From an optimization exercise on the open Yosys and OpenROAD flow, aimed at small area; shortcuts taken in it are not production practice.
In this exercise RTL edits were held to simulation tests only and were not proved equivalent to the original.
Power is estimated from default activity; no workload was simulated.

==> flow/design.v <==
module pdock_cur64 (
    input  wire [31:0] f,
    output wire [31:0] hi,
    output wire [7:0]  lo
);
  wire        sgn  = f[31];
  wire [7:0]  ex   = f[30:23];
  wire [22:0] frac = f[22:0];
  wire sub  = (ex == 8'd0);
  wire spec = (ex == 8'hFF);
  wire fnz  = (frac != 23'd0);
  wire zero = sub & ~fnz;
  reg [4:0] lz;
  integer i;
  always @(*) begin
    lz = 5'd0;
    for (i = 0; i < 23; i = i + 1)
      if (frac[i]) lz = 5'd22 - i[4:0];
  end
  wire [23:0] x  = sub ? {frac, 1'b0} : {1'b1, frac};
  wire [23:0] q  = sub ? (x << lz) : x;
  wire [28:0] p  = {5'd0, q} + {2'd0, q, 3'd0} + {1'b0, q, 4'd0};
  wire        l28 = p[28];
  wire [27:0] m  = l28 ? p[27:0] : {p[26:0], 1'b0};
  wire [10:0] ee  = sub ? (11'd0 - {6'd0, lz}) : {3'd0, ex};
  wire [10:0] e64 = ee + 11'd901 + {10'd0, l28};
  assign hi = spec ? {sgn, 11'h7FF, fnz, frac[21:3]} :
              zero ? {sgn, 31'd0} : {sgn, e64, m[27:8]};
  assign lo = spec ? {frac[2:0], 5'd0} : m[7:0];
endmodule
module pdock_core (
    input  wire        clk,
    input  wire        rst,
    input  wire        cmd_valid,
    output wire        cmd_ready,
    input  wire [7:0]  cmd_op,
    input  wire [15:0] cmd_len,
    input  wire [31:0] cmd_ts,
    input  wire [31:0] cmd_detail,
    input  wire        w_valid,
    output wire        w_ready,
    input  wire [15:0] w_data,
    output wire        ev_valid,
    input  wire        ev_ready,
    output wire [31:0] ev_data,
    output wire        ev_last,
    output wire        err_valid,
    input  wire        err_ready,
    output wire [31:0] err_data,
    output wire        err_last,
    input  wire [5:0]  rd_addr,
    output wire [31:0] rd_data
);
  localparam [2:0] S_CLR   = 3'd0;
  localparam [2:0] S_IDLE  = 3'd1;
  localparam [2:0] S_WORDS = 3'd2;
  localparam [2:0] S_EVENT = 3'd3;
  localparam [2:0] S_ERROR = 3'd4;
  reg [2:0]  state;
  reg [15:0] tel [0:28];
  reg [15:0] cnt;         
  reg [15:0] dhi;         
  reg [31:0] ts_q;        
  reg        l29;         
  reg        is_cyc;      
  reg        wacc;        
  reg [2:0]  prev_status;
  reg        prev_weld;
  reg [15:0] last_addr;
  reg        tel_valid;
  reg [1:0]  err_kind;
  reg [1:0]  err_reason;
  reg [1:0]  ev_count;
  reg        sc_pend;
  reg        wc_pend;
  reg [4:0]  widx;        
  integer k;
  wire clr     = (state == S_CLR);
  wire idle    = (state == S_IDLE);
  wire words   = (state == S_WORDS);
  wire emit_ev = (state == S_EVENT);
  wire emit_er = (state == S_ERROR);
  wire cnt_zero = (cnt == 16'd0);
  assign cmd_ready = idle;
  assign w_ready   = words & ~cnt_zero;
  wire cmd_fire = cmd_valid & idle;
  wire w_fire   = w_valid & w_ready;
  wire       op_legal = (cmd_op[7:3] == 5'd0) && (cmd_op[2:0] <= 3'd4);
  wire [2:0] op       = cmd_op[2:0];
  wire shift = clr | (w_fire & l29);
  wire [15:0] d0 = clr ? 16'd0 : w_data;
  always @(posedge clk) begin
    if (shift) begin
      tel[0] <= d0;
      for (k = 1; k < 29; k = k + 1) tel[k] <= tel[k-1];
    end
  end
  wire [31:0] wf = {w_data[7:0], w_data[15:8], tel[0][7:0], tel[0][15:8]};
  wire wf_in = ~wf[31] && (wf[30:0] >= 31'h3F19999A) && (wf[30:0] <= 31'h7F800000);
  wire wf_at = (cnt[4:0] == 5'd28) | (cnt[4:0] == 5'd26) |
               (cnt[4:0] == 5'd24) | (cnt[4:0] == 5'd22);
  wire [7:0] d5 = tel[2][15:8];
  wire [7:0] d6 = tel[1][7:0];
  wire [7:0] d7 = tel[1][15:8];
  reg  [2:0] new_status;
  always @(*) begin
    if      (d6 == 8'd2) new_status = 3'd3;
    else if (d6 == 8'd1) new_status = 3'd4;
    else if (d5 == 8'd2) new_status = 3'd1;
    else if (d5 == 8'd1) new_status = 3'd2;
    else if (d7 != 8'd0) new_status = 3'd5;
    else if (d5 == 8'd0 && d6 == 8'd0) new_status = 3'd0;
    else new_status = prev_status;
  end
  wire new_sc = (new_status != prev_status);
  wire new_wc = (wacc != prev_weld);
  wire done_words = words & cnt_zero;
  wire commit     = done_words & l29 & is_cyc;
  wire [1:0] er_end = (err_kind == 2'd1) ? 2'd2 : ((err_kind == 2'd2 && is_cyc) ? 2'd1 : 2'd0);
  wire ev_end = (widx == 5'd13) | (widx == 5'd15) | (widx == 5'd17);
  wire er_end_hit = (widx[1:0] == er_end);
  wire last = emit_er ? er_end_hit : ev_end;
  always @(posedge clk) begin
    if (rst || (cmd_fire && op_legal && op == 3'd1)) begin
      state       <= S_CLR;
      cnt         <= 16'd28;
      prev_status <= 3'd0;
      prev_weld   <= 1'b0;
      tel_valid   <= 1'b0;
      err_kind    <= 2'd0;
      err_reason  <= 2'd0;
      ev_count    <= 2'd0;
    end else begin
      case (state)
        S_CLR: begin
          cnt <= cnt - 16'd1;
          if (cnt_zero) state <= S_IDLE;
        end
        S_IDLE: begin
          widx <= 5'd0;
          if (cmd_valid) begin
            ts_q   <= op_legal ? cmd_ts : {cmd_ts[31:8], cmd_op};
            dhi    <= cmd_detail[31:16];
            cnt    <= (op == 3'd3) ? cmd_detail[15:0] : cmd_len;
            is_cyc <= (op == 3'd2);
            l29    <= (cmd_len == 16'd29);
            wacc   <= 1'b0;
            if (!op_legal) begin
              err_kind   <= 2'd3;
              err_reason <= 2'd0;
              ev_count   <= 2'd0;
              state      <= S_ERROR;
            end else if (op == 3'd3) begin
              tel_valid  <= 1'b0;
              err_kind   <= 2'd1;
              err_reason <= 2'd0;
              ev_count   <= 2'd0;
              state      <= S_ERROR;
            end else if (op == 3'd2 || op == 3'd4) begin
              tel_valid  <= (cmd_len == 16'd29);
              err_kind   <= (cmd_len == 16'd29) ? 2'd0 : 2'd2;
              err_reason <= (cmd_len == 16'd29) ? 2'd0 : ((cmd_len < 16'd29) ? 2'd1 : 2'd2);
              ev_count   <= 2'd0;
              state      <= S_WORDS;
            end
          end
        end
        S_WORDS: begin
          if (w_fire) begin
            cnt <= cnt - 16'd1;
            if (l29 && wf_at && wf_in) wacc <= 1'b1;
          end
          if (cnt_zero) begin
            if (!l29) state <= S_ERROR;
            else if (is_cyc) begin
              prev_status <= new_status;
              prev_weld   <= wacc;
              sc_pend     <= new_sc;
              wc_pend     <= new_wc;
              ev_count    <= 2'd1 + {1'b0, new_sc} + {1'b0, new_wc};
              state       <= S_EVENT;
            end else
              state <= S_IDLE;
          end
        end
        S_EVENT: begin
          if (ev_ready) begin
            if (widx == 5'd13) begin
              if (sc_pend)      widx <= 5'd14;
              else if (wc_pend) widx <= 5'd16;
              else              state <= S_IDLE;
            end else if (widx == 5'd15) begin
              if (wc_pend) widx <= 5'd16;
              else         state <= S_IDLE;
            end else if (widx == 5'd17) begin
              state <= S_IDLE;
            end else
              widx <= widx + 5'd1;
          end
        end
        S_ERROR: begin
          if (err_ready) begin
            if (er_end_hit) state <= S_IDLE;
            else            widx <= widx + 5'd1;
          end
        end
        default: state <= S_CLR;
      endcase
    end
  end
  always @(posedge clk) begin
    if (clr || commit) last_addr <= tel[0];
  end
  reg [3:0] fsel;
  always @(*) begin
    if (emit_ev) begin
      if (widx <= 5'd4) fsel = widx[3:0] + 4'd7;
      else              fsel = {2'b00, widx[2:1] - 2'd2 - {1'b0, ~widx[0]}};
    end else
      fsel = rd_addr[3:0];
  end
  reg [31:0] tf;
  always @(*) begin
    case (fsel)
      4'd0:  tf = {tel[27][7:0], tel[27][15:8], tel[28][7:0], tel[28][15:8]};
      4'd1:  tf = {tel[25][7:0], tel[25][15:8], tel[26][7:0], tel[26][15:8]};
      4'd2:  tf = {tel[23][7:0], tel[23][15:8], tel[24][7:0], tel[24][15:8]};
      4'd3:  tf = {tel[21][7:0], tel[21][15:8], tel[22][7:0], tel[22][15:8]};
      4'd4:  tf = {tel[19][7:0], tel[19][15:8], tel[20][7:0], tel[20][15:8]};
      4'd5:  tf = {tel[17][7:0], tel[17][15:8], tel[18][7:0], tel[18][15:8]};
      4'd6:  tf = {tel[15][7:0], tel[15][15:8], tel[16][7:0], tel[16][15:8]};
      4'd7:  tf = {tel[13][7:0], tel[13][15:8], tel[14][7:0], tel[14][15:8]};
      4'd8:  tf = {tel[11][7:0], tel[11][15:8], tel[12][7:0], tel[12][15:8]};
      4'd9:  tf = {tel[9][7:0],  tel[9][15:8],  tel[10][7:0], tel[10][15:8]};
      4'd10: tf = {tel[7][7:0],  tel[7][15:8],  tel[8][7:0],  tel[8][15:8]};
      4'd11: tf = {tel[5][7:0],  tel[5][15:8],  tel[6][7:0],  tel[6][15:8]};
      default: tf = 32'd0;
    endcase
  end
  wire [31:0] cur_hi;
  wire [7:0]  cur_lo;
  pdock_cur64 u_cur (.f(tf), .hi(cur_hi), .lo(cur_lo));
  reg [31:0] ow;
  always @(*) begin
    ow = 32'd0;
    if (emit_ev) begin
      if (widx == 5'd0)       ow = {last_addr, 10'd0, prev_weld, prev_status, 2'd0};
      else if (widx <= 5'd4)  ow = tf;
      else if (widx <= 5'd12) ow = widx[0] ? cur_hi : {cur_lo, 24'd0};
      else if (widx == 5'd14) ow = {last_addr, 10'd0, 1'b0, prev_status, 2'd1};
      else if (widx == 5'd16) ow = {last_addr, 10'd0, prev_weld, 3'd0, 2'd2};
      else                    ow = ts_q;
    end else if (emit_er) begin
      case (widx[1:0])
        2'd0: ow = {14'd0, err_kind == 2'd1, err_kind == 2'd1 || (err_kind == 2'd2 && is_cyc),
                    (err_kind == 2'd3) ? ts_q[7:0] :
                    (err_kind == 2'd1) ? 8'd3 : (is_cyc ? 8'd2 : 8'd4),
                    3'd0, err_reason, 1'b0, err_kind};
        2'd1: ow = ts_q;
        default: ow = {dhi, cnt};
      endcase
    end else begin
      case (rd_addr)
        6'h00: ow = 32'h1D01080C;
        6'h01: ow = {last_addr, 12'd0, prev_weld, prev_status};
        6'h02: ow = {24'd0, ev_count, tel_valid, err_reason, 1'b0, err_kind};
        6'h10, 6'h11, 6'h12, 6'h13, 6'h14, 6'h15,
        6'h16, 6'h17, 6'h18, 6'h19, 6'h1A, 6'h1B: ow = tf;
        6'h20: ow = {24'd0, tel[4][7:0]};
        6'h21: ow = {24'd0, tel[4][15:8]};
        6'h22: ow = {24'd0, tel[3][7:0]};
        6'h23: ow = {24'd0, tel[3][15:8]};
        6'h24: ow = {24'd0, tel[2][7:0]};
        6'h25: ow = {24'd0, tel[2][15:8]};
        6'h26: ow = {24'd0, tel[1][7:0]};
        6'h27: ow = {24'd0, tel[1][15:8]};
        6'h28: ow = {16'd0, tel[0]};
        default: ow = 32'd0;
      endcase
    end
  end
  assign rd_data   = ow;
  assign ev_data   = ow;
  assign err_data  = ow;
  assign ev_valid  = emit_ev;
  assign err_valid = emit_er;
  assign ev_last   = last;
  assign err_last  = last;
endmodule
==> flow/run.sh <==
#!/bin/bash
# synth_recipe.tcl (not shown) runs the flow's synth.tcl, then flattens the netlist and writes it again
# the make line also repeats each setting of config.mk as NAME=value (left out here)
make -C /OpenROAD-flow-scripts/flow DESIGN_CONFIG=/design/flow/config.mk WORK_HOME=/design/flow/orfs CLKGATE_MAP_FILE= SYNTH_SCRIPT=/design/flow/synth_recipe.tcl finish
==> flow/config.mk <==
export PLATFORM = sky130hd
export DESIGN_NAME = pdock_core
export DESIGN_NICKNAME = pdock_core
export VERILOG_FILES = /design/flow/design.v
export SDC_FILE = /design/flow/constraint.sdc
export NUM_CORES = 4
export LEC_CHECK = 0
export CAP_MARGIN = 20
export CORE_MARGIN = 2
export CORE_UTILIZATION = 30
export SLEW_MARGIN = 20
==> flow/constraint.sdc <==
create_clock -name core_clock -period 15.0 [get_ports {clk}]
set_input_delay 3.0000 -clock core_clock [delete_from_list [all_inputs] [get_ports {clk}]]
set_output_delay 3.0000 -clock core_clock [all_outputs]
set_load 0.01 [all_outputs]
==> notes.md <==
- Global Route Usage Sum: 0.209
- Leak: 15.8 nW
- Syn avg cell area: 11.3 µm²
- Reg2reg start: cnt[2]
- Share of post-route cells with drive strength above 1: 0.273
- Num CTS Buffers: 60
- First drt pass iteration count: 7
- Hold Vio Cnt, Final: 0
- Crit share post-route: 1.05
- Startpoint Class: input port
- Placement Rows: 117
- Worst Path Arrival: 12.74 ns
- Slew headroom: 0.214
- Yosys top cell area share: 0.522
- Cell taking the most area after synthesis: edfxtp_1
- Number of hold buffers added after cts: 0
- Crit. End Element: output pin
- Worst slew pin tran: 1.18 ns
- DP HPWL: 85.3 mm
- Vias in the first global route: 26201
- Async set-or-reset flop fraction in the synthesized netlist: 0
- #FFs+latches synth: 568
- Syn nets: 2916
- Area growth from synthesis to layout: 32.8%
- First-pass GRT wire length: 169 mm
- P_sw: 0.00444 W
- Die Width: 325 µm
- Max cap viols: 0
- TritonCTS Sinks: 568
- CP dominant cell by count: buf_4
- Cell internal pwr: 0.00649 W
- Post-Layout Cell Count: 4771
- Placer Congestion: 0.967
- Critical Path Start: rd_addr[2]
- Slowest stage cell, crit path: or4_4
- Hold-critical path depth: 0
- Max clock buf depth: 3
- Port Buf Inserts: 217
- YS warnings: 3
- Setup WS post-layout: -0.736 ns
- Worst hold start: tel[26][4]
- I/O pins: 218
- Distinct cells, synth: 105
- Register-to-Register Path Depth: 8
- Vias/cell: 5.60
- Mapped Cells: 2740
- Area of the mapped netlist: 0.0310 mm²
- Power share of the clock group: 0.143
- Via Count: 26724
- VDD IR max: 0.248 mV
- Root buffer cell: clkbuf_16
- Synth Flop Type: edfxtp_1
- H-tree depth: 2
- DR WL/cell: 24.1 µm
- Unrepaired setup endpoints after global routing: true
- Seq/Total Area, Yosys: 0.541
- Status: failed layout checks
- WS Path Type: in -> out
- Starting Density: 0.303
- Blocking Checks: negative setup slack
- Post-route ant nets: 0
- Sw Share: 0.406
- Largest stage delay, worst path: 0.43 ns
- Grt total ovfl: 0
- Maximum clock frequency: 63.5 MHz
- DRT Wirelength: 115 mm
- Post-synth EDFFs: 538
- Core region area: 0.102 mm²
- Finished layout cell area: 0.0411 mm²
- PwrDens: 266 mW/mm²
- Fin crit period: 15.74 ns
- Commonest cells post-synth: 538 x edfxtp_1, 221 x nand2_1, 199 x a21oi_1
- Logic gate share of total power: 0.539
- Max-slew violations: 0
- Clock Skew: 0.0412 ns
- DP Cell Count: 4584
- Worst Path Max Fanout: 19
- Final #Nets: 3527
- Die Y: 325 µm
- Placed Area: 0.0377 mm²
- R2R Setup Slk: 10.42 ns
- Critical R2R Capture: tel[14][4]
- Clock latency on the worst-skew pair: 0.67 ns
- DRC Markers: 0
- Final setup fails: 91
- Post-Route Utilization: 0.403
- Antenna violations before repair: 3
- Full die area: 0.106 mm²
- Synth top area cells: edfxtp_1 52%, mux2i_1 4.8%, a21oi_1 3.2%
- Worst Hold Class: reg -> reg
- Flop pwr share: 0.318
- Setup crit end: err_data[4]
- WP data required: 12.00 ns
- CTS tree: done
- Clock Pin Slew Worst Setup and Hold Paths: 0.06 ns
- Drt first-iter violations: 3172
- Count leader, synth: edfxtp_1
- Largest net degree at the start of global routing: 177
critical path, delay by kind of cell:
kind                     cells  cell delay (ns)
AO/OA/AOI/OAI               23             4.20
buffers and inverters       13             2.04
AND/OR/NAND/NOR             10             1.56
adder cells (fa/ha/maj)      3             0.90
multiplexers                 4             0.83
XOR/XNOR                     1             0.18
area by class of cell:
| cell class | count | area (µm²) |
|---|---|---|
| Sequential cell | 568 | 16800 |
| Multi-Input combinational cell | 1884 | 13700 |
| Timing Repair Buffer | 784 | 6690 |
| Inverter | 53 | 204 |
| Clock inverter | 44 | 502 |
| Fill cell | 9735 | 60900 |
| Clock buffer | 69 | 1560 |
| Tap cell | 1368 | 1710 |
| Antenna cell | 1 | 2.50 |
logic make-up after synthesis:
kind of cell	Yosys count	synth area share
AO/OA/AOI/OAI	840	0.188
XOR/XNOR	47	0.0135
adder cells (fa/ha/maj)	60	0.0247
buffers and inverters	288	0.0483
flip-flops	568	0.541
multiplexers	190	0.0660
AND/OR/NAND/NOR	747	0.118
routing by layer:
layer  track usage  wire, µm  up-vias
met1         0.270     46100    13037
li1              -         -    11924
met4         0.107      7000        4
met2         0.338     52200     1428
met3        0.0357      9850      331
met5             0        26        -
stage by stage:
step / total power, W / hold WS [ns] / setup TNS (ns) / worst slack (ns)
final: 0.0109 / 0.434 / -41.16 / -0.736
after global routing: 0.0115 / 0.443 / -80.21 / -1.12
after CTS: 0.0108 / 0.432 / -28.09 / -0.587
after detailed placement: 0.00875 / 0.431 / -141.17 / -1.72
after global placement: 0.00872 / 0.425 / -132.83 / -1.64
after floorplan: 0.00635 / 0.417 / -5.18 / -0.395
state kept, by name (all words and copies together), names as in the netlist:
register     count
dhi             16
ev_count         2
l29              1
sc_pend          1
cnt             16
is_cyc           1
last_addr       16
prev_weld        1
ts_q            32
widx             5
prev_status      3
state            3
tel_valid        1
wc_pend          1
err_kind         2
wacc             1
err_reason       2
tel            464
how the worst min path moves through the flow:
stage | end | slack, ns
after floorplan | tel[21][13] | 0.42
after global placement | tel[4][0] | 0.43
after detailed placement | tel[18][3] | 0.43
after CTS | tel[27][4] | 0.43
after global routing | tel[7][1] | 0.44
final | tel[27][4] | 0.43
what timing repair did:
action / CTS / global route
resized for setup: 355 / 44
pin swaps: 94 / 50
hold endpoints to repair: 0 / 0
cloned: 4 / 0
endpoints found under the setup margin: 96 / 96
setup buffers: 63 / 10
power groups by stage:
stage | combinational [W] | sequential [W] | clock [W]
finish | 0.00589 | 0.00348 | 0.00156
global route | 0.00627 | 0.00354 | 0.00164
CTS | 0.00574 | 0.00346 | 0.00159
detailed placement | 0.00528 | 0.00347 | 0
global placement | 0.00526 | 0.00346 | 0
floorplan | 0.00304 | 0.00331 | 0
cell usage in the layout (no fill, tap or decap), types with 15 or more instances in the layout:
cell type / instances
a222oi_1: 21
ha_1: 55
a221oi_1: 51
and3_1: 25
o221ai_1: 20
clkbuf_16: 61
buf_12: 15
edfxtp_1: 538
a21o_1: 21
nand2b_1: 17
xnor2_1: 31
dlygate4sd2_1: 48
clkdlybuf4s50_1: 124
buf_4: 522
nor2_1: 189
inv_1: 47
dfxtp_1: 30
a21oi_1: 184
buf_6: 47
a31oi_1: 24
nand4_1: 18
mux2i_1: 137
nor4_1: 21
nand3_1: 65
buf_2: 17
a22oi_1: 75
nor3_1: 49
o211ai_1: 28
mux2_2: 30
o21ai_1: 16
o21ai_0: 105
a211oi_1: 21
a22o_1: 22
nor2b_1: 30
o22ai_1: 48
nand2_1: 215

[static timing again, ports no longer ideal]
In the flow no input, the clock included, has a driving cell. The finished layout below was timed again as built, in two steps. Step 1, drivers: a clkbuf_16 drives clk and a buf_2 each remaining input, both assumed. Step 2 also shifts input and output timing later by t, the mid clock arrival at the registers, as if the neighbouring blocks saw the same clock. Three values: ideal ports, drivers, drivers and shift; two values: the first two.
t, ns: 0.718
slack for setup (ns): -0.736 / -0.825 / -0.825
worst hold slack (ns): 0.434 / 0.434 / 0.434
For this run, drivers alone change the setup slack by -0.089 ns; drivers and shift together by -0.089 ns.
